Source: an optimization exercise on an open RTL-to-GDS flow (aim: small area, a short achievable clock period and few clock cycles per item). Production flows keep margins and buffers that such runs may drop.
RTL that was checked went through simulation tests only; none was proved equivalent to the original.
Only the layout flow was run in run 1; the RTL was not checked for function there.
Power figures rest on the tool's default switching activity, not on a simulated workload.

==> design/flow/design.v <==
module bigreg_bcd (
    input  wire         clk,
    input  wire         rst,       
    input  wire         start,     
    input  wire         op,        
    input  wire [127:0] src,
    output wire         ready,
    output reg          done,
    output wire [255:0] result
);
    localparam K  = 4;             
    localparam NC = 128 / K;       
    localparam PW = $clog2(NC);
    localparam NI = 39;            
    localparam F0 = 26;            
    reg          busy;
    reg          last;             
    reg          op_r;
    reg          run_i, run_f;     
    reg [PW-1:0] ptr;              
    reg [K-1:0]  chunk_r;          
    reg [127:0]  work;
    reg [255:0]  res;
    assign ready  = !busy;
    assign result = res;
    reg [NC-1:0] nz, a, hi;
    reg [PW-1:0] top;
    integer c, k, b0;
    always @(*) begin
        nz = {NC{1'b0}};
        for (c = 1; c < NC - 2; c = c + 1)
            nz[c] = |src[c*K +: K];
        a = nz;
        for (k = 0; k < PW; k = k + 1)
            for (c = 0; c < NC; c = c + 1) begin
                b0 = (c >> (k + 1)) << (k + 1);
                if (c < b0 + (1 << k))
                    a[c] = a[c] | a[b0 + (1 << k)];
            end
        for (c = 0; c < NC - 1; c = c + 1)
            hi[c] = nz[c] & ~a[c+1];
        hi[NC-1] = nz[NC-1];
        for (k = 0; k < PW; k = k + 1) begin
            top[k] = 1'b0;
            for (c = 0; c < NC; c = c + 1)
                if ((c >> k) & 1)
                    top[k] = top[k] | hi[c];
        end
    end
    wire top_nz = |src[127 -: 2*K];
    wire [PW-1:0] q1    = (op | top_nz) ? NC - 3 : top;
    wire [PW-1:0] csel  = ptr ^ {PW{op_r}};
    wire [K-1:0]  chunk = work[csel*K +: K];
    reg  [K-1:0]  chunk_ord;
    integer j;
    always @(*)
        for (j = 0; j < K; j = j + 1)
            chunk_ord[j] = op_r ? chunk[j] : chunk[K-1-j];
    reg  [K-1:0]  chunk_in;
    always @(*)
        for (j = 0; j < K; j = j + 1)
            chunk_in[j] = op ? src[K+j] : src[127-K-j];
    wire [3:0]  ci4 = src[127:124];
    wire [7:0]  init_i = (ci4 >= 4'd10) ? {4'd1, ci4 - 4'd10} : {4'd0, ci4};
    reg  [15:0] init_f;
    always @(*)
        case (src[3:0])
        4'd0:  init_f = 16'h0000;  4'd1:  init_f = 16'h0625;
        4'd2:  init_f = 16'h1250;  4'd3:  init_f = 16'h1875;
        4'd4:  init_f = 16'h2500;  4'd5:  init_f = 16'h3125;
        4'd6:  init_f = 16'h3750;  4'd7:  init_f = 16'h4375;
        4'd8:  init_f = 16'h5000;  4'd9:  init_f = 16'h5625;
        4'd10: init_f = 16'h6250;  4'd11: init_f = 16'h6875;
        4'd12: init_f = 16'h7500;  4'd13: init_f = 16'h8125;
        4'd14: init_f = 16'h8750;  default: init_f = 16'h9375;
        endcase
    wire [255:0] init = op ? {init_f, 240'd0} : {248'd0, init_i};
    wire [255:0] lv [0:K];
    assign lv[0] = res;
    genvar l, i;
    generate
        for (l = 0; l < K; l = l + 1) begin : g_lvl
            wire bit_in = chunk_r[l];
            wire [255:0] d = lv[l];
            wire [255:0] n;
            for (i = 0; i < 64; i = i + 1) begin : g_dig
                wire [3:0] x = d[4*i +: 4];
                wire [3:0] ni, nf;
                if (i == NI - 1) begin : g_it
                    wire ci = d[4*i-1] | (d[4*i-2] & (d[4*i-3] | d[4*i-4]));
                    assign ni = {x[2:0], ci};
                end else if (i < NI) begin : g_i
                    wire ci = (i == 0) ? bit_in
                            : (d[4*i-1] | (d[4*i-2] & (d[4*i-3] | d[4*i-4])));
                    wire m2 = (x[2] & ~x[1] & ~x[0]) | (x[3] & x[0]);
                    wire m1 = (~x[2] & x[1]) | (x[2] & x[1] & x[0]) | (x[3] & ~x[0]);
                    wire m0 = (~x[3] & ~x[2] & x[0]) | (x[2] & x[1] & ~x[0]) | (x[3] & ~x[0]);
                    assign ni = {m2, m1, m0, ci};
                end else begin : g_ni
                    assign ni = 4'd0;
                end
                if (i >= F0) begin : g_f
                    wire b  = (i == 63) ? bit_in : d[4*i+4];
                    wire t  = x[3] | (x[2] & x[1]);
                    wire f3 = b & t;
                    wire f2 = (b & ~t) | (~b & x[3]);
                    wire f1 = (b & x[2] & ~x[1]) | (b & ~x[2] & x[1]) | (~b & x[2]);
                    wire f0 = (b & ~x[1]) | (~b & x[1]);
                    assign nf = {f3, f2, f1, f0};
                end else begin : g_nf
                    assign nf = 4'd0;
                end
                if (i < F0) begin : g_oi
                    assign n[4*i +: 4] = ni;
                end else if (i >= NI) begin : g_of
                    assign n[4*i +: 4] = nf;
                end else begin : g_ob
                    wire sel = (l % 3 == 0) ? op_r : (l % 3 == 1) ? run_f : !run_i;
                    assign n[4*i +: 4] = sel ? nf : ni;
                end
            end
            assign lv[l+1] = n;
        end
    endgenerate
    wire [255:0] keep = {{(256-4*F0){run_f}}, {(4*F0){run_i}}} |
                        {{(256-4*NI){1'b0}}, {(4*(NI-F0)){busy}}, {(4*F0){1'b0}}};
    always @(posedge clk) begin
        if (!busy) begin
            op_r    <= op;
            work    <= src;
            chunk_r <= chunk_in;
            ptr     <= q1;
            last    <= 1'b0;
        end else begin
            chunk_r <= chunk_ord;
            ptr     <= ptr - 1'b1;
            last    <= (ptr == {PW{1'b0}});
        end
        if (rst) begin
            busy  <= 1'b0;
            run_i <= 1'b0;
            run_f <= 1'b0;
            done  <= 1'b0;
        end else begin
            done <= 1'b0;
            if (!busy) begin
                if (start) begin
                    busy  <= 1'b1;
                    run_i <= !op;
                    run_f <= op;
                end
            end else begin
                if (last) begin
                    busy  <= 1'b0;
                    run_i <= 1'b0;
                    run_f <= 1'b0;
                    done  <= 1'b1;
                end
            end
        end
        res <= busy ? (lv[K] & keep) : init;
    end
endmodule
==> design/flow/flow/run.sh <==
#!/bin/bash
set -euo pipefail
bash standard.sh SETUP_SLACK_MARGIN=6.8 "BUFFER_PORTS_ARGS=-buffer_cell sky130_fd_sc_hd__buf_1" finish > standard.log 2>&1
==> design/flow/standard.sh <==
#!/bin/bash
# synth_recipe.tcl (not shown) runs the flow's synth.tcl, then flattens the netlist and writes it again
# the make line also repeats each setting of config.mk as NAME=value (left out here)
make -C /OpenROAD-flow-scripts/flow DESIGN_CONFIG=/design/flow/config.mk WORK_HOME=/design/flow/orfs CLKGATE_MAP_FILE= SYNTH_SCRIPT=/design/flow/synth_recipe.tcl "${@:-finish}"
==> design/flow/config.mk <==
export PLATFORM = sky130hd
export DESIGN_NAME = bigreg_bcd
export DESIGN_NICKNAME = bigreg_bcd
export VERILOG_FILES = /design/flow/design.v
export SDC_FILE = /design/flow/constraint.sdc
export NUM_CORES = 4
export LEC_CHECK = 0
export ABC_AREA = 1
export CAP_MARGIN = 20
export CORE_MARGIN = 2
export CORE_UTILIZATION = 60
export SETUP_SLACK_MARGIN = 5
export SLEW_MARGIN = 20
==> design/flow/constraint.sdc <==
create_clock -name core_clock -period 10.0 [get_ports {clk}]
set_input_delay 2.0000 -clock core_clock [delete_from_list [all_inputs] [get_ports {clk}]]
set_output_delay 2.0000 -clock core_clock [all_outputs]
set_load 0.01 [all_outputs]
==> flow_summary.toml, run 1 <==
[logic_synthesis]
synth_area_um2 = 31400
synthArstFlopShare = 0
synth_seq_cells = 399
yosysMostFrequentCell = "nand2_1"
yosys_most_used_dff = "dfxtp_1"
synth.top_cell.area_share = 0.172
synth_enable_flop_cells = 129
syn_nets = 5378
synthDistinctLibCells = 59
syn_inst = 5239
seq_area_frac_synth = 0.296
synthTopCellsByArea = "dfxtp_1 17%, nand2_1 15%, edfxtp_1 12%"
synth_warnings = 1
avgSynthCellArea_um2 = 5.99
yosysTopAreaCell = "dfxtp_1"
synth_common_cells = "1268 x nand2_1, 808 x inv_1, 725 x nor2_1"

[worst_setup_path]
cp.required_ns = 8.00
reg2reg_depth = 12
cp_cell_sequence = "buf_12 -> inv_16 -> buf_6"
cp.arrival_ns = 1.27
endpoint_kind = "primary output"
start_kind = "register"
cp_top_family = "flip-flops"
max_stage_delay_ns = 0.35
cp.depth = 3
crit_type = "reg -> out"
r2r_start = "op_r"
critPathBufInv = 3
worst-r2r-setup-slack_ns = 6.88
r2r_end = "chunk_r[3]"
critPathLaunch = "busy"
cp_slowest_cell = "dfxtp_4"
crit_path_end = "ready"
cp_max_fo = 2

[route]
finalWirelength_mm = 92.4
wl_per_cell_um = 14.7
ant_nets = 0
drc = 0
vias = 34500
via_per_inst = 5.48
drt_first_pass_iters = 7
drt-initial-drc-count = 2601

[power_and_ir_drop]
p_leak_nw = 17.0
ir_drop_uv = 200
power_density_nw_per_um2 = 173

[sta]
tns_ns = 0
min_period_over_period = 0.327
fmax_mhz = 306
period_minus_slack_ns = 3.27
tightestPinTransition_ns = 1.05
finalSetupViolCount = 0
hold-worst-slack_ns = 0.524
clock_skew_ns = 0.0484
hold_violations = 0
relSlewSlack = 0.291
rsz0062_at_grt = "yes"
slew_violations = 0

[place]
place_hpwl_mm = 66.7
gp_congestion = 0.942
port-buffer-count = 389
placed_area_um2 = 33000

[grt]
globalRoute.totalOverflow = 0
grt_max_degree = 113
grtUsageTotal = 0.325
antenna_found_initial = 10
grt_pass1_vias = 30200
grt_pass1_wl_mm = 145

[cells_and_area]
n_fill_cell = 4767
area_delta_synth_final_pct = 13.3
num-nets-final = 5706
finalInstanceArea_um2 = 35600
multi_input_area_um2 = 18300
layout-drive-gt1-share = 0.105
seqCellArea_um2 = 9440

[floorplanning]
die_w_um = 233
die_area_um2 = 54200
core_area_um2 = 51500
row_count = 83
die_y_um = 233
start_util = 0.609
ios = 390

[clocking]
cts_root_buf = "clkbuf_16"
cts_tree = "done"
clk_path_buf_depth = 3
cts_sinks = 399
cts_buffers = 46
h-tree-depth = 2
clkSlewWorstSetupHoldPaths_ns = 0.06
worst_skew_pair.late_latency_ns = 0.62

[min_path]
hold_class = "reg -> reg"

[job]
drv_cap = 0

[outcome]
outcome = "complete, no violations"
## what timing repair did
item,in CTS,in global routing
gates resized for setup,197,119
setup buffers,7,7
cloned,5,3
setup endpoints to repair,178,136
hold buffers,0,0
pin swaps,4,10
## state kept, by name (all words and copies together) (netlist names), 4 cells and up
name     count
work       128
chunk_r      4
ptr          5
res        256
## per-stage QoR
stage                util  instances  power (mW)  setup slack, ns
finish              0.690       6295        6.14             6.73
global route        0.690       6293        6.55             6.70
CTS                 0.683       6275        6.08             6.71
detailed placement  0.642       6177        4.23             5.99
global placement    0.642       6177        4.21             5.90
floorplan               -       5239        3.75             6.57
## placed cells by master, fill, tap and decap left out, types with 47 or more instances in the layout
| master | Yosys | layout |
|---|---|---|
| edfxtp_1 | 129 | 129 |
| a21oi_1 | 375 | 375 |
| nand3_1 | 389 | 386 |
| nor3_1 | 61 | 60 |
| nand2_2 | 83 | 92 |
| inv_2 | 47 | 49 |
| xor2_1 | 57 | 57 |
| nor2_1 | 725 | 713 |
| buf_1 | 10 | 268 |
| buf_2 | 33 | 61 |
| clkbuf_16 | 0 | 47 |
| o22ai_1 | 76 | 76 |
| nand2_1 | 1268 | 1257 |
| inv_1 | 808 | 805 |
| o21ai_0 | 448 | 444 |
| dfxtp_2 | 0 | 83 |
| a22oi_1 | 50 | 50 |
| o21ai_1 | 53 | 57 |
| dfxtp_1 | 270 | 172 |
## power breakdown
part | total [mW] | switching [mW] | internal [mW]
registers | 1.92 | 0.124 | 1.80
logic | 2.41 | 1.66 | 0.747
clock network | 1.81 | 0.739 | 1.07
## logic make-up after synthesis
| logic type | Yosys count | share of synthesized area |
|---|---|---|
| compound gates | 1103 | 0.193 |
| xor+xnor | 92 | 0.0262 |
| fa+ha+maj | 7 | 0.00279 |
| buf+inv | 1003 | 0.129 |
| flops | 399 | 0.296 |
| mux | 2 | 0.000638 |
| simple gates | 2633 | 0.352 |
## area by class of cell
cell class,count,area share
Clock buffer,54,0.0346
Antenna cell,10,0.000704
Timing Repair Buffer,419,0.0570
Tap cell,680,0.0239
Sequential cell,399,0.265
Multi-Input combinational cell,3838,0.514
Inverter,859,0.0920
Clock inverter,32,0.0108
Timing Repair inverter,4,0.000985
## how the worst min path moves through the flow
stage / from / end / slack [ns] / cells past startpoint
floorplan: last / done / 0.42 / 2
global placement: ptr[4] / last / 0.48 / 1
detailed placement: ptr[4] / last / 0.50 / 1
CTS: ptr[4] / last / 0.51 / 1
global route: ptr[4] / last / 0.52 / 1
finish: ptr[4] / last / 0.52 / 1
## layer usage
metal | track usage | share of wire | vias to the layer above
met5 | 0 | 0 | -
met4 | 0.150 | 0.046 | 0
met3 | 0.0776 | 0.089 | 247
met2 | 0.548 | 0.46 | 1191
met1 | 0.391 | 0.41 | 15400
li1 | - | - | 17600
==> run 2, diff against run 1 <==
--- a/design/flow/design.v
+++ b/design/flow/design.v
@@ -12,3 +12,3 @@
     localparam NC = 128 / K;       
-    localparam PW = $clog2(NC);
+    localparam PW = 5;             
     localparam NI = 39;            
==> run 2 against run 1 <==
Net effect:
- still clean on timing, DRC and antenna
- critical path depth stayed put
- non-clock buffer count is the same
- global-route usage unchanged
- setup slack did not move
- utilization unchanged
- combinational power about the same
- critical endpoint unchanged
==> flow_summary.toml, run 2 <==
[outcome]
outcome = "complete, no violations"

[grt]
grt_pass1_vias = 30200
grt_pass1_wl_mm = 145
grtUsageTotal = 0.325
globalRoute.totalOverflow = 0
antenna_found_initial = 10
grt_max_degree = 113

[route]
vias = 34500
drt_first_pass_iters = 7
drc = 0
wl_per_cell_um = 14.7
drt-initial-drc-count = 2601
via_per_inst = 5.48
ant_nets = 0
finalWirelength_mm = 92.4

[worst_setup_path]
cp.required_ns = 8.00
cp.arrival_ns = 1.27
crit_type = "reg -> out"
cp_max_fo = 2
endpoint_kind = "primary output"
start_kind = "register"
reg2reg_depth = 12

[sta]
fmax_mhz = 306
clock_skew_ns = 0.0484
relSlewSlack = 0.291
rsz0062_at_grt = "yes"
period_minus_slack_ns = 3.27
min_period_over_period = 0.327
tns_ns = 0
hold-worst-slack_ns = 0.524
hold_violations = 0
slew_violations = 0
tightestPinTransition_ns = 1.05
finalSetupViolCount = 0

[power_and_ir_drop]
power_density_nw_per_um2 = 173
p_int_mw = 3.62
finalPower_mw = 6.14
p_seq_frac = 0.313
power.switching_mw = 2.52
switching_share = 0.411
p_leak_nw = 17.0
ir_drop_uv = 200
clkPwrFrac = 0.295
p_comb_frac = 0.392

[logic_synthesis]
yosys_most_used_dff = "dfxtp_1"
seq_area_frac_synth = 0.296
yosysTopAreaCell = "dfxtp_1"
synthTopCellsByArea = "dfxtp_1 17%, nand2_1 15%, edfxtp_1 12%"
synth_seq_cells = 399
avgSynthCellArea_um2 = 5.99
synth_common_cells = "1268 x nand2_1, 808 x inv_1, 725 x nor2_1"
synthDistinctLibCells = 59
synth_enable_flop_cells = 129
synth.top_cell.area_share = 0.172
syn_nets = 5378
synth_warnings = 1
synthArstFlopShare = 0
syn_inst = 5239
yosysMostFrequentCell = "nand2_1"
synth_area_um2 = 31400

[floorplanning]
ios = 390
die_y_um = 233
row_count = 83
core_area_um2 = 51500
die_w_um = 233
start_util = 0.609
die_area_um2 = 54200

[cells_and_area]
area_delta_synth_final_pct = 13.3
num-nets-final = 5706
seqCellArea_um2 = 9440
largest_reg_flops = 256
layoutNonFillerInstCount = 6295
final_cell_mix = "1257 x nand2_1, 805 x inv_1, 713 x nor2_1, 444 x o21ai_0, 386 x nand3_1"
layout_commonest_cell = "nand2_1"
n_fill_cell = 4767
multi_input_area_um2 = 18300
regMostFlops = "res"
reg.largest.list = "res: 256 flops, work: 128 flops, ptr: 5 flops"
layout-drive-gt1-share = 0.105

[clocking]
cts_buffers = 46
cts_sinks = 399
cts_tree = "done"
clkSlewWorstSetupHoldPaths_ns = 0.06
cts_root_buf = "clkbuf_16"
clk_path_buf_depth = 3
h-tree-depth = 2
worst_skew_pair.late_latency_ns = 0.62

[job]
drv_cap = 0

[place]
gp_congestion = 0.942
port-buffer-count = 389
place_hpwl_mm = 66.7
placed_cells = 6177

[min_path]
hold_class = "reg -> reg"
holdPathStages = 1
run 2: cell counts in the layout (fill, tap and decap cells not counted):
Identical to the previous run, type by type.
run 2: kinds of logic after synthesis:
logic type | after synthesis | synth area share
AO/OA/AOI/OAI | 1103 | 0.193
XOR/XNOR | 92 | 0.0262
flip-flops | 399 | 0.296
AND/OR/NAND/NOR | 2633 | 0.352
multiplexers | 2 | 0.000638
buffers and inverters | 1003 | 0.129
adder cells (fa/ha/maj) | 7 | 0.00279
run 2: routing by layer:
metal  routed length, um  track usage
met4                4230        0.150
met5                   0            0
met2               42400        0.548
met1               37600        0.391
met3                8240       0.0776
run 2: repair_timing:
| action | CTS | global route |
|---|---|---|
| cloned | 5 | 3 |
| resized for setup | 197 | 119 |
| endpoints found under the setup margin | 178 | 136 |
| buffers inserted | 7 | 7 |
| hold endpoints to repair | 0 | 0 |
| hold buffers | 0 | 0 |
| pin swaps | 4 | 10 |
run 2: final cells by class:
class | count | area share
tap | 680 | 0.0239
antenna | 10 | 0.000704
clock inverter | 32 | 0.0108
timing repair inverter | 4 | 0.000985
inverter | 859 | 0.0920
sequential | 399 | 0.265
clock buffer | 54 | 0.0346
timing repair buffer | 419 | 0.0570
multi-input combinational | 3838 | 0.514
run 2: path summary, 6_finish.rpt:
check | slack, ns | endpoint | startpoint
setup / recovery | 6.73 | ready | busy
hold / removal | 0.52 | last | ptr[4]
setup reg to reg | 6.88 | chunk_r[3] | op_r
hold reg to reg | 0.52 | last | ptr[4]
run 2: power groups by stage:
stage / registers [mW] / clock network (mW) / logic, mW
6_report: 1.92 / 1.81 / 2.41
3_5_place_dp: 1.94 / 0 / 2.29
3_3_place_gp: 1.94 / 0 / 2.27
2_1_floorplan: 1.90 / 0 / 1.85
5_1_grt: 1.93 / 1.89 / 2.73
4_1_cts: 1.91 / 1.83 / 2.34
run 2: stage by stage:
stage          worst slack (ns)  area, um^2   util
3_5_place_dp               5.99       33000  0.642
5_1_grt                    6.70       35600  0.690
4_1_cts                    6.71       35200  0.683
3_3_place_gp               5.90       33000  0.642
2_1_floorplan              6.57       31500      -
6_report                   6.73       35600  0.690
run 2: critical path, cell delays in order (launching register included):
cell and delay, ns:
dfxtp_4 0.35, buf_12 0.14, inv_16 0.06, buf_6 0.09
Testbench counts of run 2, summed over its fixed seeds: cycles 10,856, items 384.
==> run 3, diff against run 2 <==
==> design/flow/flow/run.sh (replaced) <==
#!/bin/bash
set -euo pipefail
bash standard.sh SETUP_SLACK_MARGIN=6.9 \
  "BUFFER_PORTS_ARGS=-buffer_cell sky130_fd_sc_hd__buf_1" \
  "CTS_ARGS=-sink_clustering_enable -repair_clock_nets -dont_use_dummy_load" \
  finish > standard.log 2>&1
==> run 3 against run 2 <==
Net effect:
- still clean
- combinational power up 5%
- global-route usage up 0.53 points
- setup slack better by 0.068 ns
- cell count up 0.40%
- non-clock buffer count up 70
- cell area up 3.1%
- utilization up 2.1 points
- via count up 1.1%
- clock skew down 0.0063 ns
- count of clock-buffer cells in the layout down 9
- first-iteration DRC count down 2.6%
- wire length up 2.9%
- critical path type unchanged
- critical endpoint unchanged
- largest power group unchanged
==> flow_summary.toml, run 3 <==
[clocking]
cts_buffers = 45
worst_skew_pair.late_latency_ns = 0.59
cts_hold_buf = 0
h-tree-depth = 2
cts_sinks = 399
cts_tree = "done"
clkSlewWorstSetupHoldPaths_ns = 0.06
clk_path_buf_depth = 3
cts_root_buf = "clkbuf_16"

[sta]
tns_ns = 0
rsz0062_at_grt = "yes"
slew_violations = 0
fmax_mhz = 312
hold_violations = 0
tightestPinTransition_ns = 1.00
finalSetupViolCount = 0
min_period_over_period = 0.321
period_minus_slack_ns = 3.21
relSlewSlack = 0.330
clock_skew_ns = 0.0421

[cells_and_area]
multi_input_area_um2 = 18400
regMostFlops = "res"
reg.largest.list = "res: 256 flops, work: 128 flops, ptr: 5 flops"
area_delta_synth_final_pct = 16.8
layout_commonest_cell = "nand2_1"
num-nets-final = 5775
layoutNonFillerInstCount = 6320
seqCellArea_um2 = 9750
final_cell_mix = "1256 x nand2_1, 801 x inv_1, 706 x nor2_1, 438 x o21ai_0, 384 x nand3_1"
n_fill_cell = 4555
layout-drive-gt1-share = 0.162
largest_reg_flops = 256

[logic_synthesis]
avgSynthCellArea_um2 = 5.99
synth_top_family_by_area = "simple AND/OR/NAND/NOR gates"
syn_inst = 5239
yosys_most_used_dff = "dfxtp_1"
synth_seq_cells = 399
synthArstFlopShare = 0
synth_enable_flop_cells = 129
synthTopCellsByArea = "dfxtp_1 17%, nand2_1 15%, edfxtp_1 12%"
seq_area_frac_synth = 0.296
synth_fa_ha_area_frac = 0.00279
syn_nets = 5378
muxShareOfSynthArea = 0.000638
synth.top_cell.area_share = 0.172
synth_compound_area_frac = 0.193
synthDistinctLibCells = 59
yosysMostFrequentCell = "nand2_1"
yosysTopAreaCell = "dfxtp_1"
synth_area_um2 = 31400
synth_warnings = 1
yosys.area_share.simple = 0.352
synth-xor-area-share = 0.0262
synth_common_cells = "1268 x nand2_1, 808 x inv_1, 725 x nor2_1"

[worst_setup_path]
crit_type = "reg -> out"
cp_max_fo = 2
endpoint_kind = "primary output"
cp.required_ns = 8.00
cp.arrival_ns = 1.21
start_kind = "register"

[grt]
grtUsageTotal = 0.330
grt_pass1_wl_mm = 147
grt_pass1_vias = 30700
top_usage_layer = "met2"
grt_max_degree = 113
use_met1 = 0.395
met3_usage = 0.0830
globalRoute.totalOverflow = 0
antenna_found_initial = 6
met2_usage = 0.556

[route]
wl_per_cell_um = 15.1
drt-initial-drc-count = 2533
finalWirelength_mm = 95.1
ant_nets = 0
via_per_inst = 5.52
drt_first_pass_iters = 5
drc = 0
vias = 34900

[floorplanning]
die_area_um2 = 54200
die_y_um = 233
die_w_um = 233
row_count = 83
core_area_um2 = 51500
ios = 390
start_util = 0.609

[place]
gp_congestion = 0.953
port-buffer-count = 389
placed_cells = 6178
place_hpwl_mm = 66.6

[min_path]
hold_class = "reg -> reg"

[power_and_ir_drop]
power_density_nw_per_um2 = 159
p_leak_nw = 17.8
ir_drop_uv = 123

[job]
drv_cap = 0

[outcome]
outcome = "complete, no violations"
run 3: area by class of cell:
class | count | area share
Antenna cell | 6 | 0.000410
Clock buffer | 45 | 0.0307
Inverter | 859 | 0.0896
Multi-Input combinational cell | 3837 | 0.503
Sequential cell | 399 | 0.266
Tap cell | 680 | 0.0232
Timing Repair Buffer | 489 | 0.0860
Timing Repair inverter | 5 | 0.00113
run 3: critical path, cell delays in order (launching register included):
cell	delay (ns)
dfxtp_4	0.35
buf_12	0.14
inv_16	0.06
buf_6	0.09
run 3: final timing paths:
path	slack [ns]	cells past startpoint	endpoint	startpoint
hold / removal	0.52	2	done	last
hold reg to reg	0.52	2	done	last
setup / recovery	6.79	3	ready	busy
setup reg to reg	7.10	21	res[109]	op_r
run 3: kinds of logic after synthesis:
| family | count (synthesis) |
|---|---|
| compound gates | 1103 |
| xor+xnor | 92 |
| fa+ha+maj | 7 |
| buf+inv | 1003 |
| flops | 399 |
| mux | 2 |
| simple gates | 2633 |
run 3: what timing repair did:
action | 4_1_cts | 5_1_grt
pin swaps | 9 | 25
setup endpoints to repair | 289 | 177
gates resized for setup | 594 | 201
setup buffers | 48 | 33
cloned | 5 | 5
run 3: per-layer routing:
metal / routed length (um) / share of wire
met1: 37900 / 0.40
met2: 43200 / 0.45
met3: 8930 / 0.094
met4: 5100 / 0.054
met5: 13 / 0.00014
run 3: power by group:
group	internal, mW	switching, mW
clock	0.785	0.634
sequential	1.79	0.109
combinational	0.809	1.71
total	3.39	2.45
run 3: per-stage QoR:
step / instance area [um^2] / hold WS, ns / util / setup WS, ns / total power [mW]
3_5_place_dp: 33100 / 0.503 / 0.642 / 5.95 / 4.23
2_1_floorplan: 31500 / 0.425 / - / 6.57 / 3.75
3_3_place_gp: 33100 / 0.503 / 0.642 / 6.05 / 4.21
5_1_grt: 36700 / 0.529 / 0.712 / 6.73 / 6.24
6_report: 36700 / 0.519 / 0.712 / 6.79 / 5.84
4_1_cts: 35800 / 0.503 / 0.694 / 6.78 / 5.73
==> run 4, diff against run 3 <==
==> design/flow/flow/run.sh (replaced) <==
#!/bin/bash
set -euo pipefail
bash standard.sh SETUP_SLACK_MARGIN=6.7 \
  "BUFFER_PORTS_ARGS=-buffer_cell sky130_fd_sc_hd__buf_1" \
  "CTS_ARGS=-sink_clustering_enable -repair_clock_nets -dont_use_dummy_load" \
  finish > standard.log 2>&1
==> run 4 against run 3 <==
Net effect:
- still clean
- utilization fell by 3.7 points
- fmax fell by 2.3%
- synthesized area did not move
- global-route usage fell by 0.92 points
- first-iteration DRC count fell by 0.24%
- synthesized cell count did not move
- via count fell by 1.7%
- non-clock buffer count fell by 68
- die area did not move
==> flow_summary.toml, run 4 <==
[outcome]
outcome = "complete, no violations"

[cells_and_area]
largest_reg_flops = 256
finalInstanceArea_um2 = 34800
layout_commonest_cell = "nand2_1"
area_delta_synth_final_pct = 10.8
regMostFlops = "res"
reg.largest.list = "res: 256 flops, work: 128 flops, ptr: 5 flops"
layout-drive-gt1-share = 0.0654
final_cell_mix = "1261 x nand2_1, 805 x inv_1, 712 x nor2_1, 444 x o21ai_0, 387 x nand3_1"
num-nets-final = 5707
n_fill_cell = 4860

[worst_setup_path]
reg2reg_depth = 12
max_stage_delay_ns = 0.46
cp_top_family = "flip-flops"
crit_path_end = "result[142]"
critPathBufInv = 1
cp_max_fo = 7
cp.arrival_ns = 1.28
worst-r2r-setup-slack_ns = 6.90
r2r_start = "op_r"
r2r_end = "chunk_r[3]"
critPathLaunch = "res[142]"
cp_slowest_cell = "dfxtp_1"
cp_cell_sequence = "buf_1"
endpoint_kind = "primary output"
cp.required_ns = 8.00
start_kind = "register"
cp.depth = 1
crit_type = "reg -> out"

[place]
port-buffer-count = 389
gp_congestion = 0.942
placed_area_um2 = 33000
place_hpwl_mm = 66.7

[grt]
grt_pass1_vias = 29900
antenna_found_initial = 9
grt_pass1_wl_mm = 143
grt_max_degree = 113
grtUsageTotal = 0.321
globalRoute.totalOverflow = 0

[route]
drt_first_pass_iters = 6
met2WireLength_mm = 42.0
ant_nets = 0
top_layer = "met4"
drc = 0
drt-initial-drc-count = 2527
wl_met1_mm = 37.3
via_per_inst = 5.48
vias = 34300
wl_met3_mm = 8.02
finalWirelength_mm = 91.4
wl_per_cell_um = 14.6

[sta]
period_minus_slack_ns = 3.28
finalSetupViolCount = 0
clock_skew_ns = 0.0640
fmax_mhz = 305
hold_violations = 0
rsz0062_at_grt = "yes"
min_period_over_period = 0.328
slew_violations = 0
tightestPinTransition_ns = 1.11
relSlewSlack = 0.254
tns_ns = 0

[logic_synthesis]
synth_enable_flop_cells = 129
syn_inst = 5239
yosysTopAreaCell = "dfxtp_1"
seq_area_frac_synth = 0.296
yosysMostFrequentCell = "nand2_1"
synth_warnings = 1
avgSynthCellArea_um2 = 5.99
synth_area_um2 = 31400
synthArstFlopShare = 0
synth_seq_cells = 399
syn_nets = 5378
synth_common_cells = "1268 x nand2_1, 808 x inv_1, 725 x nor2_1"
yosys_most_used_dff = "dfxtp_1"
synthDistinctLibCells = 59
synth.top_cell.area_share = 0.172
synthTopCellsByArea = "dfxtp_1 17%, nand2_1 15%, edfxtp_1 12%"

[floorplanning]
die_y_um = 233
start_util = 0.609
die_area_um2 = 54200
die_w_um = 233
row_count = 83
ios = 390
core_area_um2 = 51500

[clocking]
clk_path_buf_depth = 3
clkSlewWorstSetupHoldPaths_ns = 0.06
worst_skew_pair.late_latency_ns = 0.60
cts_sinks = 399
cts_buffers = 46
h-tree-depth = 2
cts_tree = "done"
cts_root_buf = "clkbuf_16"

[min_path]
hold_class = "reg -> reg"
hold_start = "ptr[4]"

[job]
drv_cap = 0

[power_and_ir_drop]
ir_drop_uv = 122
finalPower_mw = 5.73
p_leak_nw = 16.3
power_density_nw_per_um2 = 165
[run 4: metrics by stage]
step	worst slack, ns	util	hold WS (ns)	cells
6_report	6.72	0.675	0.513	6256
5_1_grt	6.63	0.675	0.516	6254
4_1_cts	6.54	0.667	0.507	6227
3_5_place_dp	5.99	0.642	0.498	6177
3_3_place_gp	5.90	0.642	0.481	6177
2_1_floorplan	6.57	-	0.425	5239
[run 4: how the worst min path moves through the flow]
| stage | cells past startpoint | endpoint | slack, ns |
|---|---|---|---|
| floorplan | 2 | done | 0.42 |
| global placement | 1 | last | 0.48 |
| detailed placement | 1 | last | 0.50 |
| CTS | 1 | last | 0.51 |
| global route | 1 | last | 0.52 |
| finish | 1 | last | 0.51 |
[run 4: per-layer routing]
| metal | GRT usage | up-vias |
|---|---|---|
| met4 | 0.146 | 0 |
| li1 | - | 17600 |
| met5 | 0 | - |
| met3 | 0.0783 | 235 |
| met1 | 0.386 | 15300 |
| met2 | 0.541 | 1125 |
[run 4: cells by family after synthesis]
family	after synthesis	share of synthesized area
adder cells (fa/ha/maj)	7	0.00279
buffers and inverters	1003	0.129
flip-flops	399	0.296
XOR/XNOR	92	0.0262
AND/OR/NAND/NOR	2633	0.352
AO/OA/AOI/OAI	1103	0.193
multiplexers	2	0.000638
[run 4: timing repair]
action | CTS | global route
buffers inserted | 0 | 16
hold buffers | 0 | 0
endpoints found under the setup margin | 63 | 63
cloned | 4 | 3
pin swaps | 0 | 11
gates resized for setup | 28 | 56
[run 4: layout make-up]
class                      instances  area [um^2]  area share
inverter                         859         3280      0.0944
multi-input combinational       3837        18300       0.525
timing repair inverter             4         37.5     0.00108
antenna                           10         25.0    0.000720
tap                              680          851      0.0245
sequential                       399         9300       0.267
timing repair buffer             421         1850      0.0533
clock buffer                      46         1150      0.0331
[run 4: power by group]
| part | switching, mW | total (mW) | internal, mW |
|---|---|---|---|
| combinational | 1.65 | 2.38 | 0.730 |
| clock | 0.638 | 1.44 | 0.803 |
| sequential | 0.128 | 1.91 | 1.79 |
| total | 2.41 | 5.73 | 3.32 |
==> run 5, diff against run 4 <==
==> design/flow/flow/run.sh (replaced) <==
#!/bin/bash
set -euo pipefail
bash standard.sh SETUP_SLACK_MARGIN=6.8 \
  "BUFFER_PORTS_ARGS=-buffer_cell sky130_fd_sc_hd__buf_1" \
  "CTS_ARGS=-sink_clustering_enable -repair_clock_nets -dont_use_dummy_load" \
  finish > standard.log 2>&1
--- a/design/flow/config.mk
+++ b/design/flow/config.mk
@@ -10,3 +10,3 @@
 export CORE_MARGIN = 2
-export CORE_UTILIZATION = 60
+export CORE_UTILIZATION = 70
 export SETUP_SLACK_MARGIN = 5
==> run 5 against run 4 <==
Net effect:
- count of clock-buffer cells in the layout shrank 2
- critical path depth grew 11
- setup slack lost 0.14 ns
- cell area grew 0.24%
- register-to-register slack lost 0.32 ns
- critical path type is now reg -> reg
- largest power group unchanged
- synthesized cell count is the same
- critical endpoint is now chunk_r[3]
- clock power is essentially flat
- utilization grew 11 points
==> flow_summary.toml, run 5 <==
[outcome]
outcome = "complete, no violations"

[logic_synthesis]
muxShareOfSynthArea = 0.000638
synth_fa_ha_area_frac = 0.00279
synthTopCellsByArea = "dfxtp_1 17%, nand2_1 15%, edfxtp_1 12%"
yosys.area_share.simple = 0.352
synthDistinctLibCells = 59
synth_top_family_by_area = "simple AND/OR/NAND/NOR gates"
syn_nets = 5378
synth_common_cells = "1268 x nand2_1, 808 x inv_1, 725 x nor2_1"
syn_inst = 5239
synth_seq_cells = 399
seq_area_frac_synth = 0.296
yosys_most_used_dff = "dfxtp_1"
synth_compound_area_frac = 0.193
synthArstFlopShare = 0
synth.top_cell.area_share = 0.172
synth-xor-area-share = 0.0262
synth_warnings = 1
synth_enable_flop_cells = 129
synth_area_um2 = 31400
yosysMostFrequentCell = "nand2_1"
avgSynthCellArea_um2 = 5.99
yosysTopAreaCell = "dfxtp_1"

[cells_and_area]
largest_reg_flops = 256
layout-drive-gt1-share = 0.0859
num-nets-final = 5706
final_cell_mix = "1259 x nand2_1, 804 x inv_1, 707 x nor2_1, 443 x o21ai_0, 387 x nand3_1"
area_delta_synth_final_pct = 11.0
regMostFlops = "res"
finalInstanceArea_um2 = 34800
layout_commonest_cell = "nand2_1"
layoutNonFillerInstCount = 6164
reg.largest.list = "res: 256 flops, work: 128 flops, ptr: 5 flops"
n_fill_cell = 3510

[sta]
clock_skew_ns = 0.0620
hold_violations = 0
period_minus_slack_ns = 3.42
min_period_over_period = 0.342
fmax_mhz = 292
relSlewSlack = 0.240
tightestPinTransition_ns = 1.14
slew_violations = 0
finalSetupViolCount = 0
rsz0062_at_grt = "yes"
hold-worst-slack_ns = 0.510
tns_ns = 0

[clocking]
worst_skew_pair.late_latency_ns = 0.61
h-tree-depth = 2
cts_sinks = 399
clk_path_buf_depth = 3
clkSlewWorstSetupHoldPaths_ns = 0.06
cts_root_buf = "clkbuf_16"
cts_buffers = 44
cts_hold_buf = 0
cts_tree = "done"

[route]
vias = 35600
ant_nets = 0
wl_per_cell_um = 15.6
drt_first_pass_iters = 15
via_per_inst = 5.78
finalWirelength_mm = 96.1
drt-initial-drc-count = 4119
drc = 0

[worst_setup_path]
cp.arrival_ns = 3.86
r2r_start = "op_r"
crit_type = "reg -> reg"
start_kind = "register"
cp_max_fo = 65
critPathLaunch = "op_r"
endpoint_kind = "register"
crit_path_end = "chunk_r[3]"
r2r_end = "chunk_r[3]"
cp.required_ns = 10.44
worst-r2r-setup-slack_ns = 6.58
reg2reg_depth = 12

[grt]
met3_usage = 0.0981
met2_usage = 0.637
grt_max_degree = 113
grtUsageTotal = 0.377
grt_pass1_vias = 31300
globalRoute.totalOverflow = 0
top_usage_layer = "met2"
grt_pass1_wl_mm = 146
use_met1 = 0.440
antenna_found_initial = 10

[floorplanning]
ios = 390
row_count = 77
die_area_um2 = 46500
die_y_um = 216
die_w_um = 216
start_util = 0.710
core_area_um2 = 44200

[power_and_ir_drop]
ir_drop_uv = 135
power_density_nw_per_um2 = 165
p_leak_nw = 16.5

[place]
place_hpwl_mm = 65.6
placed_area_um2 = 32900
port-buffer-count = 389
placed_cells = 6086
gp_congestion = 0.970

[min_path]
hold_class = "reg -> reg"
hold_start = "ptr[4]"

[job]
drv_cap = 0
run 5: cell types whose count changed in the layout (fill, tap and decap cells not counted), moves of 3 or more:
cell	before	now
nor2_4	11	14
dfxtp_4	2	5
diode_2	10	7
nor4_1	11	7
buf_4	26	29
dfxtp_2	8	43
nor2_1	712	707
dfxtp_1	260	222
buf_1	374	310
nor4_2	4	8
clkbuf_2	6	26
buf_2	6	45
run 5: report_power, final:
group          internal, mW  switching [mW]
clock network         0.769           0.644
registers              1.79           0.134
logic                 0.738            1.69
run 5: layout make-up:
type | count | area (um^2) | share of cell area
antenna | 7 | 17.5 | 0.000503
clock buffer | 44 | 1100 | 0.0316
inverter | 859 | 3280 | 0.0940
multi-input combinational | 3838 | 18300 | 0.527
sequential | 399 | 9350 | 0.268
tap | 592 | 741 | 0.0213
timing repair buffer | 421 | 1980 | 0.0567
timing repair inverter | 4 | 33.8 | 0.000969
run 5: per-stage QoR:
stage                     utilization  setup slack, ns  total power, mW
after floorplan                     -             6.57             3.75
after global placement          0.744             5.95             4.17
after detailed placement        0.745             5.97             4.21
after CTS                       0.777             6.71             5.63
after global routing            0.788             6.31             6.11
final                           0.788             6.58             5.76
run 5: repair_timing:
action                     4_1_cts  5_1_grt
pin swaps                        2       18
gates cloned                     5        4
buffers inserted                 4       13
setup endpoints to repair      124      106
gates resized for setup        106      101
run 5: cell families (layout without fill, tap and decap cells):
logic type               count (synthesis)  after routing
XOR/XNOR                                92             93
other                                    0              7
buffers and inverters                 1003           1328
AND/OR/NAND/NOR                       2633           2633
AO/OA/AOI/OAI                         1103           1103
flip-flops                             399            399
multiplexers                             2              2
adder cells (fa/ha/maj)                  7              7
run 5: worst max-delay path, cell delays in order, from the launching register on:
cell and delay (ns):
edfxtp_1 0.48, bufinv_16 0.38, nand2_1 0.20, nand2_8 0.34, inv_4 0.31, nor2_1 0.46, o22ai_1 0.27, o21ai_0 0.29
o22ai_1 0.16, o21ai_1 0.18, nand2_1 0.07, nand3_1 0.08, nand2_1 0.06
run 5: routing by layer:
metal	part of all wire	wire length, um
met4	0.066	6390
met2	0.45	43000
met1	0.37	36000
met5	0.00052	50
met3	0.11	10700
run 5: worst min path at each step:
stage / end / slack (ns) / cells past startpoint
after floorplan: done / 0.42 / 2
after global routing: last / 0.52 / 1
after global placement: last / 0.49 / 1
final: last / 0.51 / 1
after detailed placement: last / 0.49 / 1
after CTS: last / 0.50 / 1
==> run 6, diff against run 5 <==
--- a/design/flow/config.mk
+++ b/design/flow/config.mk
@@ -10,3 +10,3 @@
 export CORE_MARGIN = 2
-export CORE_UTILIZATION = 70
+export CORE_UTILIZATION = 60
 export SETUP_SLACK_MARGIN = 5
==> run 6 against run 5 <==
Net effect:
- still clean on timing, DRC and antenna
- hold slack worse by 0.0059 ns
- register-to-register slack improved by 0.45 ns
- synthesized area unchanged
- critical path depth shrank 9
- sequential share of layout area down 0.063 points
- critical endpoint is now ready
==> flow_summary.toml, run 6 <==
[floorplanning]
core_area_um2 = 51500
ios = 390
row_count = 83
die_y_um = 233
start_util = 0.609
die_area_um2 = 54200
die_w_um = 233

[clocking]
cts_buffers = 46
clk_path_buf_depth = 3
cts_tree = "done"
worst_skew_pair.late_latency_ns = 0.60
clkSlewWorstSetupHoldPaths_ns = 0.06
cts_sinks = 399
h-tree-depth = 2
cts_root_buf = "clkbuf_16"
cts_hold_buf = 0

[min_path]
hold_class = "reg -> reg"
holdPathStages = 1

[worst_setup_path]
cp_top_family = "flip-flops"
critPathBufInv = 3
cp_max_fo = 7
crit_type = "reg -> out"
start_kind = "register"
cp.depth = 3
cp_slowest_cell = "dfxtp_4"
cp.arrival_ns = 1.26
endpoint_kind = "primary output"
max_stage_delay_ns = 0.36
cp.required_ns = 8.00
reg2reg_depth = 14
cp_cell_sequence = "buf_12 -> clkinv_16 -> buf_6"

[outcome]
outcome = "complete, no violations"

[sta]
period_minus_slack_ns = 3.26
hold_violations = 0
finalSetupViolCount = 0
slew_violations = 0
clock_skew_ns = 0.0649
fmax_mhz = 307
rsz0062_at_grt = "yes"
tns_ns = 0
tightestPinTransition_ns = 1.06
min_period_over_period = 0.326
relSlewSlack = 0.289
hold-worst-slack_ns = 0.504

[route]
drt-initial-drc-count = 2458
drt_first_pass_iters = 10
via_per_inst = 5.49
finalWirelength_mm = 91.8
vias = 34400
drc = 0
ant_nets = 0
wl_per_cell_um = 14.7

[place]
place_hpwl_mm = 66.7
port-buffer-count = 389
gp_congestion = 0.942

[logic_synthesis]
yosysTopAreaCell = "dfxtp_1"
yosysMostFrequentCell = "nand2_1"
synth.top_cell.area_share = 0.172
syn_inst = 5239
seq_area_frac_synth = 0.296
synth_warnings = 1
synth_enable_flop_cells = 129
synthDistinctLibCells = 59
syn_nets = 5378
synthArstFlopShare = 0
avgSynthCellArea_um2 = 5.99
yosys_most_used_dff = "dfxtp_1"
synth_common_cells = "1268 x nand2_1, 808 x inv_1, 725 x nor2_1"
synthTopCellsByArea = "dfxtp_1 17%, nand2_1 15%, edfxtp_1 12%"
synth_seq_cells = 399
synth_area_um2 = 31400

[cells_and_area]
area_delta_synth_final_pct = 11.5
num-nets-final = 5710
layout_commonest_cell = "nand2_1"
n_fill_cell = 4848
seqCellArea_um2 = 9370
regMostFlops = "res"
multi_input_area_um2 = 18300
largest_reg_flops = 256
reg.largest.list = "res: 256 flops, work: 128 flops, ptr: 5 flops"
final_cell_mix = "1259 x nand2_1, 804 x inv_1, 712 x nor2_1, 444 x o21ai_0, 385 x nand3_1"
layout-drive-gt1-share = 0.0869

[grt]
grt_max_degree = 113
globalRoute.totalOverflow = 0
grt_pass1_wl_mm = 144
antenna_found_initial = 11
grtUsageTotal = 0.322
grt_pass1_vias = 30000

[job]
drv_cap = 0

[power_and_ir_drop]
ir_drop_uv = 122
p_leak_nw = 16.6
power_density_nw_per_um2 = 164
==> run 6: path summary, 6_finish.rpt <==
check / startpoint / endpoint / slack (ns)
worst max-delay path: busy / ready / 6.74
worst min-delay path: ptr[4] / last / 0.50
worst max register to register: op_r / res[134] / 7.03
worst min register to register: ptr[4] / last / 0.50
==> run 6: per-layer routing <==
metal	track usage	part of all wire	wire, um	vias to the layer above
li1	-	-	-	17600
met1	0.389	0.41	37300	15400
met2	0.543	0.46	42200	1172
met3	0.0763	0.087	8020	265
met4	0.147	0.046	4270	0
met5	0	0	0	-
==> run 6: cell families after synthesis <==
family,Yosys count,synth area share
AND/OR/NAND/NOR,2633,0.352
AO/OA/AOI/OAI,1103,0.193
adder cells (fa/ha/maj),7,0.00279
flip-flops,399,0.296
buffers and inverters,1003,0.129
multiplexers,2,0.000638
XOR/XNOR,92,0.0262
==> run 6: per-stage QoR <==
stage	instance area, um^2	util	worst slack [ns]	instances	power (mW)
2_1_floorplan	31500	-	6.57	5239	3.75
3_3_place_gp	33000	0.642	5.90	6177	4.21
3_5_place_dp	33000	0.642	5.99	6177	4.23
4_1_cts	34600	0.671	6.72	6232	5.70
5_1_grt	35000	0.679	6.67	6258	6.15
6_report	35000	0.679	6.74	6260	5.75
==> run 6: repair_timing <==
item,CTS,global route
resized for setup,123,85
buffers inserted,4,14
setup endpoints to repair,132,102
cloned,5,3
pin swaps,4,9
==> run 6: power breakdown <==
part           switching (mW)  internal, mW
clock network           0.640         0.803
logic                    1.65         0.737
registers               0.128          1.79
total                    2.42          3.33
==> run 6: layout make-up <==
type	count	share of cell area
tap	680	0.0243
clock buffer	46	0.0329
antenna	11	0.000787
sequential	399	0.268
timing repair inverter	4	0.00100
multi-input combinational	3837	0.523
timing repair buffer	424	0.0568
inverter	859	0.0939
==> run 7, diff against run 6 <==
==> design/flow/flow/run.sh (replaced) <==
#!/bin/bash
set -euo pipefail
bash standard.sh SETUP_SLACK_MARGIN=6.8 \
  "BUFFER_PORTS_ARGS=-buffer_cell sky130_fd_sc_hd__buf_1" \
  "CTS_ARGS=-sink_clustering_enable -repair_clock_nets -dont_use_dummy_load -buf_list sky130_fd_sc_hd__clkbuf_8" \
  finish > standard.log 2>&1
==> run 7 against run 6 <==
Net effect:
- die area unchanged
- clock skew fell by 0.021 ns
- largest cell class unchanged
- sequential cell count did not move
- cell area increased by 2.2%
==> flow_summary.toml, run 7 <==
[logic_synthesis]
synth_compound_area_frac = 0.193
syn_inst = 5239
synth_area_um2 = 31400
muxShareOfSynthArea = 0.000638
synth_fa_ha_area_frac = 0.00279
yosys_most_used_dff = "dfxtp_1"
synth_warnings = 1
synth_top_family_by_area = "simple AND/OR/NAND/NOR gates"
synthArstFlopShare = 0
yosysMostFrequentCell = "nand2_1"
synth_common_cells = "1268 x nand2_1, 808 x inv_1, 725 x nor2_1"
synth_enable_flop_cells = 129
synth-xor-area-share = 0.0262
yosys.area_share.simple = 0.352
synthTopCellsByArea = "dfxtp_1 17%, nand2_1 15%, edfxtp_1 12%"
synth.top_cell.area_share = 0.172
seq_area_frac_synth = 0.296
syn_nets = 5378
synthDistinctLibCells = 59
avgSynthCellArea_um2 = 5.99
yosysTopAreaCell = "dfxtp_1"
synth_seq_cells = 399

[grt]
grt_pass1_wl_mm = 146
grtUsageTotal = 0.329
grt_pass1_vias = 30300
globalRoute.totalOverflow = 0
antenna_found_initial = 7
grt_max_degree = 113

[power_and_ir_drop]
p_leak_nw = 17.4
finalPower_mw = 5.64
ir_drop_uv = 91.6
power_density_nw_per_um2 = 158

[place]
gp_congestion = 0.942
place_hpwl_mm = 66.7
placed_area_um2 = 33000
port-buffer-count = 389

[clocking]
cts_tree = "done"
h-tree-depth = 3
cts_root_buf = "clkbuf_8"
clk_path_buf_depth = 3
cts_sinks = 399
worst_skew_pair.late_latency_ns = 0.65
cts_buffers = 70
clkSlewWorstSetupHoldPaths_ns = 0.06

[cells_and_area]
layout-drive-gt1-share = 0.147
finalInstanceArea_um2 = 35800
reg.largest.list = "res: 256 flops, work: 128 flops, ptr: 5 flops"
largest_reg_flops = 256
n_fill_cell = 4743
layout_commonest_cell = "nand2_1"
area_delta_synth_final_pct = 13.9
regMostFlops = "res"
final_cell_mix = "1260 x nand2_1, 804 x inv_1, 711 x nor2_1, 444 x o21ai_0, 387 x nand3_1"
num-nets-final = 5760
finish.utilization = 0.694

[sta]
finalSetupViolCount = 0
period_minus_slack_ns = 3.31
relSlewSlack = 0.309
tightestPinTransition_ns = 1.03
slew_violations = 0
hold_violations = 0
rsz0062_at_grt = "yes"
tns_ns = 0
min_period_over_period = 0.331
fmax_mhz = 302
clock_skew_ns = 0.0439

[route]
wl_met1_mm = 37.8
top_layer = "met4"
vias = 34600
wl_per_cell_um = 14.8
met2WireLength_mm = 42.6
ant_nets = 0
finalWirelength_mm = 93.3
wl_met3_mm = 8.33
drc = 0
drt-initial-drc-count = 2334
via_per_inst = 5.48
drt_first_pass_iters = 7

[worst_setup_path]
cp_slowest_cell = "dfxtp_4"
cp.required_ns = 8.00
cp_max_fo = 2
crit_type = "reg -> out"
cp.arrival_ns = 1.31
cp_cell_sequence = "buf_12 -> inv_16 -> buf_6"
max_stage_delay_ns = 0.35
endpoint_kind = "primary output"
start_kind = "register"

[floorplanning]
die_w_um = 233
ios = 390
start_util = 0.609
die_y_um = 233
core_area_um2 = 51500
row_count = 83
die_area_um2 = 54200

[min_path]
hold_class = "reg -> reg"

[job]
drv_cap = 0

[outcome]
outcome = "complete, no violations"
-- run 7: metal layers --
layer,track usage,up-vias
li1,-,17700
met1,0.393,15400
met2,0.552,1174
met3,0.0881,300
met4,0.152,0
met5,0,-
-- run 7: worst max-delay path, delay by kind of cell, from the launching register on --
| kind | cells | cell delay (ns) |
|---|---|---|
| buffers and inverters | 3 | 0.30 |
| flip-flops | 1 | 0.35 |
-- run 7: power breakdown --
part | internal (mW) | total, mW | switching (mW)
clock | 0.616 | 1.25 | 0.637
combinational | 0.795 | 2.49 | 1.70
sequential | 1.80 | 1.90 | 0.0991
total | 3.21 | 5.64 | 2.43
-- run 7: final timing paths --
check	startpoint	end	slack [ns]	cells past startpoint
worst min-delay path	ptr[4]	last	0.51	1
worst min register to register	ptr[4]	last	0.51	1
worst max-delay path	busy	ready	6.69	3
worst max register to register	op_r	chunk_r[1]	7.04	12
-- run 7: kinds of logic after synthesis --
logic type,Yosys count
buffers and inverters,1003
AND/OR/NAND/NOR,2633
multiplexers,2
AO/OA/AOI/OAI,1103
flip-flops,399
XOR/XNOR,92
adder cells (fa/ha/maj),7
-- run 7: final cells by class --
| class | instances | area, um^2 | share of cell area |
|---|---|---|---|
| Clock buffer | 70 | 963 | 0.0269 |
| Timing Repair inverter | 4 | 35.0 | 0.000980 |
| Sequential cell | 399 | 9680 | 0.271 |
| Timing Repair Buffer | 450 | 2660 | 0.0745 |
| Tap cell | 680 | 851 | 0.0238 |
| Multi-Input combinational cell | 3837 | 18300 | 0.511 |
| Inverter | 859 | 3270 | 0.0916 |
| Antenna cell | 9 | 22.5 | 0.000630 |
-- run 7: what timing repair did --
action	in CTS	in global routing
pin swaps	0	11
hold endpoints to repair	0	0
cloned	5	3
buffers inserted	28	16
hold buffers	0	0
gates resized for setup	519	126
setup endpoints to repair	280	141
-- run 7: per-stage QoR --
stage | std cells | setup slack (ns) | hold slack, ns
after floorplan | 5239 | 6.57 | 0.425
after global placement | 6177 | 5.90 | 0.481
after detailed placement | 6177 | 5.99 | 0.498
after CTS | 6280 | 6.67 | 0.501
after global routing | 6304 | 6.66 | 0.510
final | 6308 | 6.69 | 0.512
==> run 8, diff against run 7 <==
==> design/flow/flow/run.sh (replaced) <==
#!/bin/bash
set -euo pipefail
cp -r "$FLOW_HOME/scripts" scripts_mod
cp flow/abc_area.script scripts_mod/abc_area.script
bash standard.sh SCRIPTS_DIR="$PWD/scripts_mod" SETUP_SLACK_MARGIN=6.8 "BUFFER_PORTS_ARGS=-buffer_cell sky130_fd_sc_hd__buf_1" finish > standard.log 2>&1
==> design/flow/flow/abc_area.script (new file) <==
strash
&get -n
&deepsyn -T 60
&dch -f
&nf
&put
==> run 8 against run 7 <==
Net effect:
- critical path depth increased by 14
- clock skew decreased by 0.0071 ns
- cell area increased by 3.3%
- power increased by 61%
- cell count decreased by 24%
- largest power group unchanged
- highest routed layer is now met5
==> flow_summary.toml, run 8 <==
[grt]
grt_max_degree = 103
antenna_found_initial = 6
globalRoute.totalOverflow = 0
grt_pass1_wl_mm = 144
grtUsageTotal = 0.370
grt_pass1_vias = 28500

[sta]
period_minus_slack_ns = 3.82
slew_violations = 0
tightestPinTransition_ns = 1.09
min_period_over_period = 0.382
tns_ns = 0
hold-worst-slack_ns = 0.460
rsz0062_at_grt = "yes"
fmax_mhz = 262
clock_skew_ns = 0.0369
setup_ws_ns = 6.18
hold_violations = 0
relSlewSlack = 0.273
finalSetupViolCount = 0

[place]
place_ws_ns = 5.31
place_hpwl_mm = 61.6
port-buffer-count = 389
placed_area_um2 = 30100
gp_congestion = 0.908

[worst_setup_path]
cp.required_ns = 10.50
start_kind = "register"
critPathLaunch = "op_r"
cp_max_fo = 9
crit_type = "reg -> reg"
endpoint_kind = "register"
cp.arrival_ns = 4.32
r2r_start = "op_r"
crit_path_end = "res[129]"
worst-r2r-setup-slack_ns = 6.18
reg2reg_depth = 17
r2r_end = "res[129]"

[power_and_ir_drop]
power_density_nw_per_um2 = 247
ir_drop_uv = 235
p_leak_nw = 14.0

[logic_synthesis]
synth_common_cells = "431 x nor2_1, 413 x a21oi_1, 356 x nand2_1"
avgSynthCellArea_um2 = 7.91
synth_area_um2 = 27800
synth_enable_flop_cells = 129
syn_nets = 3657
synth.top_cell.area_share = 0.194
synthTopCellsByArea = "dfxtp_1 19%, edfxtp_1 14%, a21oi_1 7.4%"
yosysTopAreaCell = "dfxtp_1"
yosys_most_used_dff = "dfxtp_1"
yosysMostFrequentCell = "nor2_1"
synthArstFlopShare = 0
synth_warnings = 1
synthDistinctLibCells = 67
seq_area_frac_synth = 0.334
syn_inst = 3518
synth_seq_cells = 399

[route]
vias = 32500
ant_nets = 0
drt_first_pass_iters = 7
drt-initial-drc-count = 3839
via_per_inst = 6.78
finalWirelength_mm = 106
drc = 0
wl_per_cell_um = 22.2

[cells_and_area]
num-nets-final = 4289
area_delta_synth_final_pct = 32.8
layout_commonest_cell = "nor2_1"
finish.utilization = 0.810
final_cell_mix = "409 x nor2_1, 355 x a21oi_1, 334 x nand2_1, 241 x o21ai_0, 218 x buf_1"
multi_input_area_um2 = 20600
n_fill_cell = 2885
layout-drive-gt1-share = 0.252
reg.largest.list = "res: 256 flops, work: 128 flops, ptr: 5 flops"
regMostFlops = "res"
seqCellArea_um2 = 9610
largest_reg_flops = 256
finalInstanceArea_um2 = 36900

[floorplanning]
ios = 390
die_y_um = 219
start_util = 0.610
die_w_um = 219
core_area_um2 = 45600
die_area_um2 = 48100
row_count = 78

[outcome]
outcome = "complete, no violations"

[clocking]
cts_tree = "done"
clkSlewWorstSetupHoldPaths_ns = 0.06
cts_buffers = 45
h-tree-depth = 2
cts_sinks = 399
worst_skew_pair.late_latency_ns = 0.62
cts_root_buf = "clkbuf_16"
cts_hold_buf = 0
clk_path_buf_depth = 3

[min_path]
hold_class = "reg -> reg"

[job]
drv_cap = 0
## run 8: cell families (layout without fill, tap and decap cells)
logic type / after synthesis / after routing / share of synthesized area
buf+inv: 109 / 775 / 0.0197
simple gates: 1265 / 1265 / 0.210
xor+xnor: 285 / 285 / 0.0902
compound gates: 1431 / 1433 / 0.332
flops: 399 / 399 / 0.334
mux: 22 / 22 / 0.0114
other cells: 0 / 4 / 0
fa+ha+maj: 7 / 7 / 0.00315
## run 8: layer usage
layer | vias to the layer above | GRT usage | wire length [um] | share of wire
met5 | - | 0 | 29 | 0.00027
met1 | 15200 | 0.441 | 38100 | 0.36
met2 | 2188 | 0.627 | 48800 | 0.46
met4 | 4 | 0.189 | 7330 | 0.069
li1 | 14400 | - | - | -
met3 | 695 | 0.0804 | 12200 | 0.11
## run 8: worst min path at each step
stage,startpoint,end,slack (ns),cells past startpoint
3_3_place_gp,last,busy,0.42,1
3_5_place_dp,last,busy,0.43,1
2_1_floorplan,last,busy,0.40,1
6_report,last,busy,0.46,1
4_1_cts,last,busy,0.45,1
5_1_grt,last,busy,0.49,1
## run 8: per-stage QoR
step / std cells / total power [mW]
floorplan: 3518 / 4.37
global placement: 4484 / 4.96
detailed placement: 4484 / 5.06
CTS: 4655 / 7.48
global route: 4787 / 9.42
finish: 4790 / 9.11
## run 8: final cells by class
type | count | area share
antenna | 4 | 0.000271
clock buffer | 67 | 0.0352
clock inverter | 16 | 0.00661
inverter | 72 | 0.00871
multi-input combinational | 3012 | 0.559
sequential | 399 | 0.260
tap | 600 | 0.0203
timing repair buffer | 616 | 0.108
timing repair inverter | 4 | 0.00176
## run 8: critical path, stage by stage, from the launching register on
cell	delay (ns)
edfxtp_1	0.41
buf_6	0.17
buf_4	0.16
buf_16	0.17
a21oi_4	0.18
nand2_2	0.11
o22a_2	0.30
o211ai_1	0.35
a22o_4	0.26
and3_4	0.20
buf_4	0.12
o21a_1	0.15
a32oi_2	0.10
buf_4	0.25
and2_0	0.19
o21ai_0	0.26
a21oi_1	0.11
nor3_1	0.25
## run 8: what timing repair did
| item | 4_1_cts | 5_1_grt |
|---|---|---|
| cloned | 12 | 8 |
| endpoints found under the hold margin | 0 | 0 |
| gates resized for setup | 575 | 505 |
| pin swaps | 41 | 156 |
| endpoints found under the setup margin | 271 | 183 |
| buffers inserted | 76 | 123 |
## run 8: power by group
part	switching, mW	internal [mW]
Clock	0.742	1.01
Combinational	3.09	2.19
Sequential	0.235	1.84

-- what the ideal ports hide --
How much do the figures lean on ideal ports? The routed layouts below were timed once more, with nothing changed but the port constraints. Step 1: set_driving_cell puts a clkbuf_16 on clk and a buf_2 on each other input, an assumption about the parent block. Step 2 adds t to the input delays and takes it off the output delays; t is the mean of the earliest and latest rising clock arrival at the registers after step 1. Input paths then give back, and output paths get back, about the clock's delay inside the block. Slacks: ideal / step 1 / step 2; pairs: ideal / step 1.
| run | t (ns) | setup WS [ns] | worst setup path at the end | latest minus earliest clock arrival (ns) | cell pins on the clock port's net |
|---|---|---|---|---|---|
| run 1 | 0.662 | 6.727 / 6.665 / 6.091 | input to register | 0.049 / 0.048 | 1 |
| run 2 | 0.662 | 6.727 / 6.665 / 6.091 | input to register | 0.049 / 0.048 | 1 |
| run 3 | 0.635 | 6.795 / 6.730 / 6.241 | input to register | 0.044 / 0.045 | 1 |
| run 4 | 0.629 | 6.718 / 6.655 / 6.120 | input to register | 0.069 / 0.069 | 1 |
| run 5 | 0.642 | 6.580 / 6.580 / 6.099 | input to register | 0.070 / 0.070 | 1 |
| run 6 | 0.631 | 6.744 / 6.682 / 6.219 | input to register | 0.068 / 0.067 | 1 |
| run 7 | 0.701 | 6.694 / 6.630 / 6.141 | input to register | 0.053 / 0.053 | 1 |
| run 8 | 0.669 | 6.180 / 6.180 / 5.791 | input to register | 0.040 / 0.039 | 1 |
After both steps setup and hold are still met in every run listed.
